Background: an optimization exercise with open tools, aiming at small area, a short achievable clock period and few clock cycles per item. Do not read the settings as production practice. Function was checked by simulation only, so behaviour that the tests miss may differ from the original. Power figures rest on the tool's default switching activity, not on a simulated workload.

[flow/design.v]
module fp_round (
    input  wire [211:0]       prod,
    input  wire signed [15:0] esum,
    output reg  [52:0]        m,
    output reg  signed [15:0] e
);
    reg [211:0] norm;
    reg [7:0]   lz;
    reg         guard, sticky, up;
    reg [53:0]  mr;
    always @* begin
        norm = prod;
        lz   = 8'd0;
        if (norm[211:84]  == 128'd0) begin norm = norm << 128; lz[7] = 1'b1; end
        if (norm[211:148] == 64'd0)  begin norm = norm << 64;  lz[6] = 1'b1; end
        if (norm[211:180] == 32'd0)  begin norm = norm << 32;  lz[5] = 1'b1; end
        if (norm[211:196] == 16'd0)  begin norm = norm << 16;  lz[4] = 1'b1; end
        if (norm[211:204] == 8'd0)   begin norm = norm << 8;   lz[3] = 1'b1; end
        if (norm[211:208] == 4'd0)   begin norm = norm << 4;   lz[2] = 1'b1; end
        if (norm[211:210] == 2'd0)   begin norm = norm << 2;   lz[1] = 1'b1; end
        if (norm[211] == 1'b0)       begin norm = norm << 1;   lz[0] = 1'b1; end
        guard  = norm[158];
        sticky = |norm[157:0];
        up     = guard & (sticky | norm[159]);
        mr     = {1'b0, norm[211:159]} + {53'd0, up};
        if (mr[53]) begin
            m = mr[53:1];
            e = esum + 16'sd160 - $signed({8'd0, lz});
        end else begin
            m = mr[52:0];
            e = esum + 16'sd159 - $signed({8'd0, lz});
        end
    end
endmodule
module fp_add (
    input  wire               az,
    input  wire               as,
    input  wire signed [15:0] ae,
    input  wire [52:0]        am,
    input  wire               bz,
    input  wire               bs,
    input  wire signed [15:0] be,
    input  wire [52:0]        bm,
    output reg                rz,
    output reg                rs,
    output reg  signed [15:0] re,
    output reg  [52:0]        rm
);
    reg                a_big;
    reg                bigs, smalls;
    reg signed [15:0]  bige, smalle;
    reg [52:0]         bigm, smallm;
    reg [15:0]         d;
    reg [5:0]          sh;
    reg [111:0]        sfull;
    reg [55:0]         ms;
    reg [56:0]         mb, sum;
    reg [55:0]         nm;
    reg signed [15:0]  ne;
    reg [5:0]          lz;
    reg [55:0]         nz;
    reg                up;
    reg [53:0]         mr;
    always @* begin
        a_big  = (ae > be) || ((ae == be) && (am >= bm));
        bigs   = a_big ? as : bs;
        bige   = a_big ? ae : be;
        bigm   = a_big ? am : bm;
        smalls = a_big ? bs : as;
        smalle = a_big ? be : ae;
        smallm = a_big ? bm : am;
        d  = bige - smalle;
        sh = (d > 16'd63) ? 6'd63 : d[5:0];
        sfull = {smallm, 3'b000, 56'd0} >> sh;
        ms    = {sfull[111:57], sfull[56] | (|sfull[55:0])};
        mb    = {1'b0, bigm, 3'b000};
        if (bigs == smalls) sum = mb + {1'b0, ms};
        else                sum = mb - {1'b0, ms};
        nz = sum[55:0];
        lz = 6'd0;
        if (nz[55:24] == 32'd0) begin nz = nz << 32; lz[5] = 1'b1; end
        if (nz[55:40] == 16'd0) begin nz = nz << 16; lz[4] = 1'b1; end
        if (nz[55:48] == 8'd0)  begin nz = nz << 8;  lz[3] = 1'b1; end
        if (nz[55:52] == 4'd0)  begin nz = nz << 4;  lz[2] = 1'b1; end
        if (nz[55:54] == 2'd0)  begin nz = nz << 2;  lz[1] = 1'b1; end
        if (nz[55] == 1'b0)     begin nz = nz << 1;  lz[0] = 1'b1; end
        if (sum[56]) begin
            nm = {sum[56:2], sum[1] | sum[0]};
            ne = bige + 16'sd1;
        end else begin
            nm = nz;
            ne = bige - $signed({10'd0, lz});
        end
        up = nm[2] & (nm[1] | nm[0] | nm[3]);
        mr = {1'b0, nm[55:3]} + {53'd0, up};
        if (az && bz) begin
            rz = 1'b1; rs = 1'b0; re = 16'sd0; rm = 53'd0;
        end else if (az) begin
            rz = 1'b0; rs = bs; re = be; rm = bm;
        end else if (bz) begin
            rz = 1'b0; rs = as; re = ae; rm = am;
        end else if (sum == 57'd0) begin
            rz = 1'b1; rs = 1'b0; re = 16'sd0; rm = 53'd0;
        end else if (mr[53]) begin
            rz = 1'b0; rs = bigs; re = ne + 16'sd1; rm = mr[53:1];
        end else begin
            rz = 1'b0; rs = bigs; re = ne; rm = mr[52:0];
        end
    end
endmodule
module alsctl_lux (
    input  wire        clk,
    input  wire        rst,
    input  wire        start,
    input  wire [15:0] raw,
    input  wire [1:0]  gain,
    input  wire [3:0]  it,
    output wire        ready,
    output reg         done,
    output reg  [63:0] lux
);
    localparam [52:0]        RES_M = 53'h1d7dbf487fcb92;   
    localparam signed [15:0] RES_E = -16'sd61;
    localparam [52:0]        C4_M  = 53'h15287ab18f283b;   
    localparam signed [15:0] C4_E  = -16'sd93;
    localparam [52:0]        C3_M  = 53'h142b86c91ef46e;   
    localparam signed [15:0] C3_E  = -16'sd79;
    localparam [52:0]        C2_M  = 53'h155c912e18cab0;   
    localparam signed [15:0] C2_E  = -16'sd66;
    localparam [52:0]        C1_M  = 53'h10096bb98c7e28;   
    localparam signed [15:0] C1_E  = -16'sd52;
    localparam [63:0]        LUX_100 = 64'h4059000000000000;
    localparam [3:0] S_IDLE = 4'd0,
                     S_X    = 4'd1,
                     S_P2   = 4'd2,
                     S_P3   = 4'd3,
                     S_P4   = 4'd4,
                     S_A    = 4'd5,
                     S_B    = 4'd6,
                     S_C    = 4'd7,
                     S_D    = 4'd8,
                     S_ADD1 = 4'd9,
                     S_ADD2 = 4'd10,
                     S_ADD3 = 4'd11;
    reg [3:0] state;
    reg [3:0] k;
    always @* begin
        case (gain)
            2'b00:   k = 4'd1;    
            2'b01:   k = 4'd0;    
            2'b10:   k = 4'd4;    
            default: k = 4'd3;    
        endcase
        case (it)
            4'b1100: k = k + 4'd5;   
            4'b1000: k = k + 4'd4;   
            4'b0000: k = k + 4'd3;   
            4'b0001: k = k + 4'd2;   
            4'b0010: k = k + 4'd1;   
            default: k = k;          
        endcase
    end
    reg [211:0]        mul_a;
    reg [105:0]        mul_b;
    reg [211:0]        acc;
    reg [6:0]          cnt;
    reg signed [15:0]  esum;
    wire [52:0]        rnd_m;
    wire signed [15:0] rnd_e;
    fp_round u_round (.prod(acc), .esum(esum), .m(rnd_m), .e(rnd_e));
    reg [52:0]         xm, p2m, p3m, p4m, am_r, bm_r, cm_r, dm_r;
    reg signed [15:0]  xe, p2e, p3e, p4e, ae_r, be_r, ce_r, de_r;
    reg [105:0]        x2;         
    reg                tz, ts;     
    reg signed [15:0]  te;
    reg [52:0]         tm;
    wire [10:0] x_bexp = rnd_e[10:0] + 11'd1075;
    wire [63:0] x_word = {1'b0, x_bexp, rnd_m[51:0]};
    reg                add_az, add_as, add_bz, add_bs;
    reg signed [15:0]  add_ae, add_be;
    reg [52:0]         add_am, add_bm;
    wire               sum_z, sum_s;
    wire signed [15:0] sum_e;
    wire [52:0]        sum_m;
    always @* begin
        add_az = tz;   add_as = ts;   add_ae = te;   add_am = tm;
        add_bz = 1'b0; add_bs = 1'b0; add_be = ce_r; add_bm = cm_r;
        case (state)
            S_ADD1: begin
                add_az = 1'b0; add_as = 1'b0; add_ae = ae_r; add_am = am_r;
                add_bs = 1'b1; add_be = be_r; add_bm = bm_r;
            end
            S_ADD3: begin
                add_be = de_r; add_bm = dm_r;
            end
            default: ;
        endcase
    end
    fp_add u_add (
        .az(add_az), .as(add_as), .ae(add_ae), .am(add_am),
        .bz(add_bz), .bs(add_bs), .be(add_be), .bm(add_bm),
        .rz(sum_z), .rs(sum_s), .re(sum_e), .rm(sum_m)
    );
    wire [10:0] sum_bexp = sum_e[10:0] + 11'd1075;
    assign ready = (state == S_IDLE);
    wire mul_busy = (cnt != 7'd0);
    always @(posedge clk) begin
        if (rst) begin
            state <= S_IDLE;
            done  <= 1'b0;
            cnt   <= 7'd0;
        end else begin
            done <= 1'b0;
            if (mul_busy) begin
                if (mul_b[0]) acc <= acc + mul_a;
                mul_a <= mul_a << 1;
                mul_b <= mul_b >> 1;
                cnt   <= cnt - 7'd1;
            end else begin
                case (state)
                    S_IDLE: if (start) begin
                        if (raw == 16'd0) begin
                            lux  <= 64'd0;
                            done <= 1'b1;
                        end else begin
                            acc   <= 212'd0;
                            mul_a <= {159'd0, RES_M};
                            mul_b <= {90'd0, raw};
                            cnt   <= 7'd16;
                            esum  <= RES_E + $signed({12'd0, k});
                            state <= S_X;
                        end
                    end
                    S_X: begin
                        xm <= rnd_m;
                        xe <= rnd_e;
                        if (x_word > LUX_100) begin
                            acc   <= 212'd0;
                            mul_a <= {159'd0, rnd_m};
                            mul_b <= {53'd0, rnd_m};
                            cnt   <= 7'd53;
                            esum  <= rnd_e + rnd_e;
                            state <= S_P2;
                        end else begin
                            lux   <= x_word;
                            done  <= 1'b1;
                            state <= S_IDLE;
                        end
                    end
                    S_P2: begin
                        x2    <= acc[105:0];
                        p2m   <= rnd_m;
                        p2e   <= rnd_e;
                        acc   <= 212'd0;
                        mul_a <= {106'd0, acc[105:0]};
                        mul_b <= {53'd0, xm};
                        cnt   <= 7'd53;
                        esum  <= esum + xe;
                        state <= S_P3;
                    end
                    S_P3: begin
                        p3m   <= rnd_m;
                        p3e   <= rnd_e;
                        acc   <= 212'd0;
                        mul_a <= {106'd0, x2};
                        mul_b <= x2;
                        cnt   <= 7'd106;
                        esum  <= xe + xe + xe + xe;
                        state <= S_P4;
                    end
                    S_P4: begin
                        p4m   <= rnd_m;
                        p4e   <= rnd_e;
                        acc   <= 212'd0;
                        mul_a <= {159'd0, C4_M};
                        mul_b <= {53'd0, rnd_m};
                        cnt   <= 7'd53;
                        esum  <= C4_E + rnd_e;
                        state <= S_A;
                    end
                    S_A: begin
                        am_r  <= rnd_m;
                        ae_r  <= rnd_e;
                        acc   <= 212'd0;
                        mul_a <= {159'd0, C3_M};
                        mul_b <= {53'd0, p3m};
                        cnt   <= 7'd53;
                        esum  <= C3_E + p3e;
                        state <= S_B;
                    end
                    S_B: begin
                        bm_r  <= rnd_m;
                        be_r  <= rnd_e;
                        acc   <= 212'd0;
                        mul_a <= {159'd0, C2_M};
                        mul_b <= {53'd0, p2m};
                        cnt   <= 7'd53;
                        esum  <= C2_E + p2e;
                        state <= S_C;
                    end
                    S_C: begin
                        cm_r  <= rnd_m;
                        ce_r  <= rnd_e;
                        acc   <= 212'd0;
                        mul_a <= {159'd0, C1_M};
                        mul_b <= {53'd0, xm};
                        cnt   <= 7'd53;
                        esum  <= C1_E + xe;
                        state <= S_D;
                    end
                    S_D: begin
                        dm_r  <= rnd_m;
                        de_r  <= rnd_e;
                        state <= S_ADD1;
                    end
                    S_ADD1, S_ADD2: begin
                        tz    <= sum_z;
                        ts    <= sum_s;
                        te    <= sum_e;
                        tm    <= sum_m;
                        state <= state + 4'd1;
                    end
                    S_ADD3: begin
                        lux   <= sum_z ? 64'd0 : {sum_s, sum_bexp, sum_m[51:0]};
                        done  <= 1'b1;
                        state <= S_IDLE;
                    end
                    default: state <= S_IDLE;
                endcase
            end
        end
    end
endmodule
[flow/constraint.sdc]
create_clock -name core_clock -period 22.0 [get_ports {clk}]
set_input_delay 4.4000 -clock core_clock [delete_from_list [all_inputs] [get_ports {clk}]]
set_output_delay 4.4000 -clock core_clock [all_outputs]
set_load 0.01 [all_outputs]
[flow/run.sh]
#!/bin/bash
# synth_recipe.tcl (not shown) runs the flow's synth.tcl, then flattens the netlist and writes it again
# the make line also repeats each setting of config.mk as NAME=value (left out here)
make -C /OpenROAD-flow-scripts/flow DESIGN_CONFIG=/design/flow/config.mk WORK_HOME=/design/flow/orfs CLKGATE_MAP_FILE= SYNTH_SCRIPT=/design/flow/synth_recipe.tcl finish
[flow/config.mk]
export PLATFORM = sky130hd
export DESIGN_NAME = alsctl_lux
export DESIGN_NICKNAME = alsctl_lux
export VERILOG_FILES = /design/flow/design.v
export SDC_FILE = /design/flow/constraint.sdc
export NUM_CORES = 4
export LEC_CHECK = 0
export CAP_MARGIN = 20
export CORE_MARGIN = 2
export CORE_UTILIZATION = 40
export SLEW_MARGIN = 20
==> impl_metrics.ini <==
[logic_synthesis]
yosysSeqAreaShare_pct = 38.2
synth_edf_count = 1270
syn_area_um2 = 101000
synthArstFlopShare_pct = 0
ys.flop_type = edfxtp_1
syn_area_per_cell_um2 = 8.76
synth.net_count = 12000
ys_warn_count = 3
syn_inst = 11500
synth_cell_types = 130
synth_seq_cells = 1282

[critical_path]
cp-end-kind = register
cp_max_fo = 52
cp.depth = 80
critPathMaxStageDelay_ns = 0.87
rr_startpoint = state[2]$_SDFFE_PP0P_
cp_slowest_cell = a221oi_1
arrival_ns = 21.60
critPathKind = reg2reg
path_buf_inv = 17
endpoint = lux[37]$_DFFE_PP_
rr_worst_depth = 80
cpLargestDelayFamily = compound AO/OA/AOI/OAI gates
cp-startpoint = state[2]$_SDFFE_PP0P_
rr_endpoint = lux[37]$_DFFE_PP_
worst_path_most_repeated_cell = buf_4
cp.required_ns = 22.66
worstSetupStartpointType = register
reg2reg_slack_ns = 1.06

[layout]
final_core_util_pct = 47.1
multi_input_area_um2 = 58500
mostFrequentLayoutCells = edfxtp_1, nor2_1, buf_4
seq_area_um2 = 38400
syn_to_final_growth_pct = 17.4
drive_gt1_share_pct = 15.0
final_cells = 15700
nNetsFinal = 12700
layout_commonest_cell = edfxtp_1
n_fill_cell = 24100

[global_routing]
grtUsageTotal_pct = 39.3
overflow = 0
grt_max_degree = 170
grt_pass1_vias = 97000
grt_pass1_wl_mm = 731
antenna_found_initial = 28

[floorplanning]
die_y_um = 505
core-area_um2 = 251000
die_w_um = 505
initial_core_util_pct = 40.1
dieArea_um2 = 255000
num_rows = 184
design.portCount = 91

[timing]
fin_tns_setup_ns = 0
worst_slew_pin_slew_ns = 1.31
period_minus_slack_ns = 20.94
fin_skew_ns = 0.102
postLayoutSetupSlackWorst_ns = 1.06
rsz0062_at_grt = false
setup_viol = 0
max_freq_mhz = 47.8
slew_violations = 0
min_period_over_period_pct = 95.2
hold_viol = 0
max_slew_margin_pct = 11.5

[clock_tree]
cts_buffers = 147
clockBufferDepth = 3
clock_sinks = 1282
cts_tree = yes
postCtsHoldBufs = 0
path_clk_slew_ns = 0.06
insertion_delay_ns = 0.86
h-tree-depth = 4
cts-root-buf = clkbuf_16

[place]
place_congestion = 1.05
io_buffer_count = 90
dp_slack_ns = 0.819
dp_cells = 15400
hpwl_mm = 405

[drt]
ant_nets = 0
viasPerCell = 6.50
num_vias = 102000
drt-total-wl_mm = 522
firstDrtPassIters = 9
post_drt_wl_per_cell_um = 33.2
drtIter0Drc = 14000
drc = 0

[pwr]
peakVddDrop_v = 0.000148
p_per_area_nw_per_um2 = 139
p_leak_nw = 45.0

[job]
drv_cap = 0

[status]
status = timing/DRC/antenna clean

[worst_hold_path]
hold_class = reg2reg
sequential cells by signal, summed over array words and instances (netlist names), 7 cells and up:
register / count
acc: 212
ae_r: 16
am_r: 53
be_r: 16
bm_r: 53
ce_r: 16
cm_r: 53
cnt: 7
de_r: 16
dm_r: 53
esum: 16
lux: 64
mul_a: 212
mul_b: 106
p2e: 16
p2m: 53
p3e: 16
p3m: 53
te: 16
tm: 53
x2: 106
xe: 16
xm: 53
metal layers:
metal | vias up | GRT usage (%) | part of all wire [%]
met5 | - | 0 | 0.033
met4 | 21 | 29.7 | 9.3
met3 | 1431 | 6.92 | 8.7
met2 | 5878 | 60.9 | 44
met1 | 50100 | 48.7 | 38
li1 | 44700 | - | -
worst reg2reg max path: cells and delay by family, from the launching register on:
family | cells | cell delay [ns]
AO/OA/AOI/OAI | 36 | 9.44
AND/OR/NAND/NOR | 24 | 6.56
buffers and inverters | 17 | 3.52
flip-flops | 1 | 0.54
adder cells (fa/ha/maj) | 2 | 0.50
multiplexers | 1 | 0.21
metrics by stage:
stage	hold WS, ns	power, W	area [um2]
floorplan	0.452	0.00997	101000
global placement	0.467	0.0134	113000
detailed placement	0.476	0.0135	113000
CTS	0.479	0.0160	118000
global route	0.516	0.0171	118000
finish	0.488	0.0164	118000
final cells by class:
cell class	instances	share of cell area (%)
clock inverter	95	0.938
multi-input combinational	9095	49.5
timing repair buffer	1354	9.17
sequential	1282	32.5
inverter	343	1.10
antenna	15	0.0318
clock buffer	174	3.21
tap	3348	3.55
synth_stat cells (102+ instances only):
library cell  count  share of area (%)
and2_1          184                1.1
nor4_1          151               0.94
o21ai_0         715                3.6
ha_1            464                5.8
nand2b_1        119               0.74
xnor2_1         283                2.5
nor2_1         1255                4.7
mux2_2          114                1.3
clkbuf_1        554                2.1
a21oi_1         986                4.9
o21bai_1        121               0.90
a21o_1          196                1.5
nor3_1          282                1.4
nand2_1        1224                4.6
buf_1           125               0.47
o22ai_1         106               0.66
a22oi_1         180                1.3
mux2i_1         404                4.0
nand3_1         304                1.5
edfxtp_1       1270                 38
o211ai_1        102               0.76
inv_1           334                1.2
xor2_1          172                1.5
a31oi_1         127               0.79
nand4_1         136               0.85
a221oi_1        105               0.91
report_power, final:
| group | switching (W) | leakage (nW) | internal [W] |
|---|---|---|---|
| Clock | 0.00110 | 2.35 | 0.00140 |
| Combinational | 0.00625 | 30.7 | 0.00292 |
| Sequential | 0.000603 | 11.9 | 0.00410 |
worst min-delay path by stage:
stage / cells after the start / slack, ns / end / from
floorplan: 0 / 0.45 / x2[0]$_DFFE_PP_ / acc[0]$_SDFFCE_PP0P_
global placement: 0 / 0.47 / x2[66]$_DFFE_PP_ / acc[66]$_SDFFCE_PP0P_
detailed placement: 0 / 0.48 / x2[66]$_DFFE_PP_ / acc[66]$_SDFFCE_PP0P_
CTS: 2 / 0.48 / mul_b[57]$_DFFE_PP_ / mul_b[58]$_DFFE_PP_
global route: 2 / 0.52 / mul_b[54]$_DFFE_PP_ / mul_b[55]$_DFFE_PP_
finish: 2 / 0.49 / mul_b[57]$_DFFE_PP_ / mul_b[58]$_DFFE_PP_
cells by family after synthesis:
group,share of synthesized area [%]
buffers and inverters,4.28
AO/OA/AOI/OAI,23.3
adder cells (fa/ha/maj),5.91
XOR/XNOR,3.98
multiplexers,5.35
flip-flops,38.2
AND/OR/NAND/NOR,19.0
repair_timing:
item	4_1_cts	5_1_grt
setup endpoints to repair	0	100
resized for setup	0	5
setup buffers	0	2
Testbench counts, summed over its fixed seeds: cycles 171,540, items 512.

[port drivers added, routing unchanged]
How much do the figures lean on ideal ports? The routed layout below was timed once more, with nothing changed but the port constraints. Step 1 assumes that a clkbuf_16 drives the clock port and a buf_2 every other input. Step 2 times the ports against the registers' clock, not the clock port: input delays grow and output delays shrink by t, the midpoint of the rising clock arrivals with the driver on. Slacks: ideal / step 1 / step 2; pairs: ideal / step 1.
t (ns): 0.908
setup WS [ns]: 1.063 / 1.063 / 1.063
worst hold slack (ns): 0.488 / 0.488 / 0.488
After both steps this run still meets setup and hold. For this run, drivers alone change the setup slack by 0.000 ns; drivers and shift together by 0.000 ns.
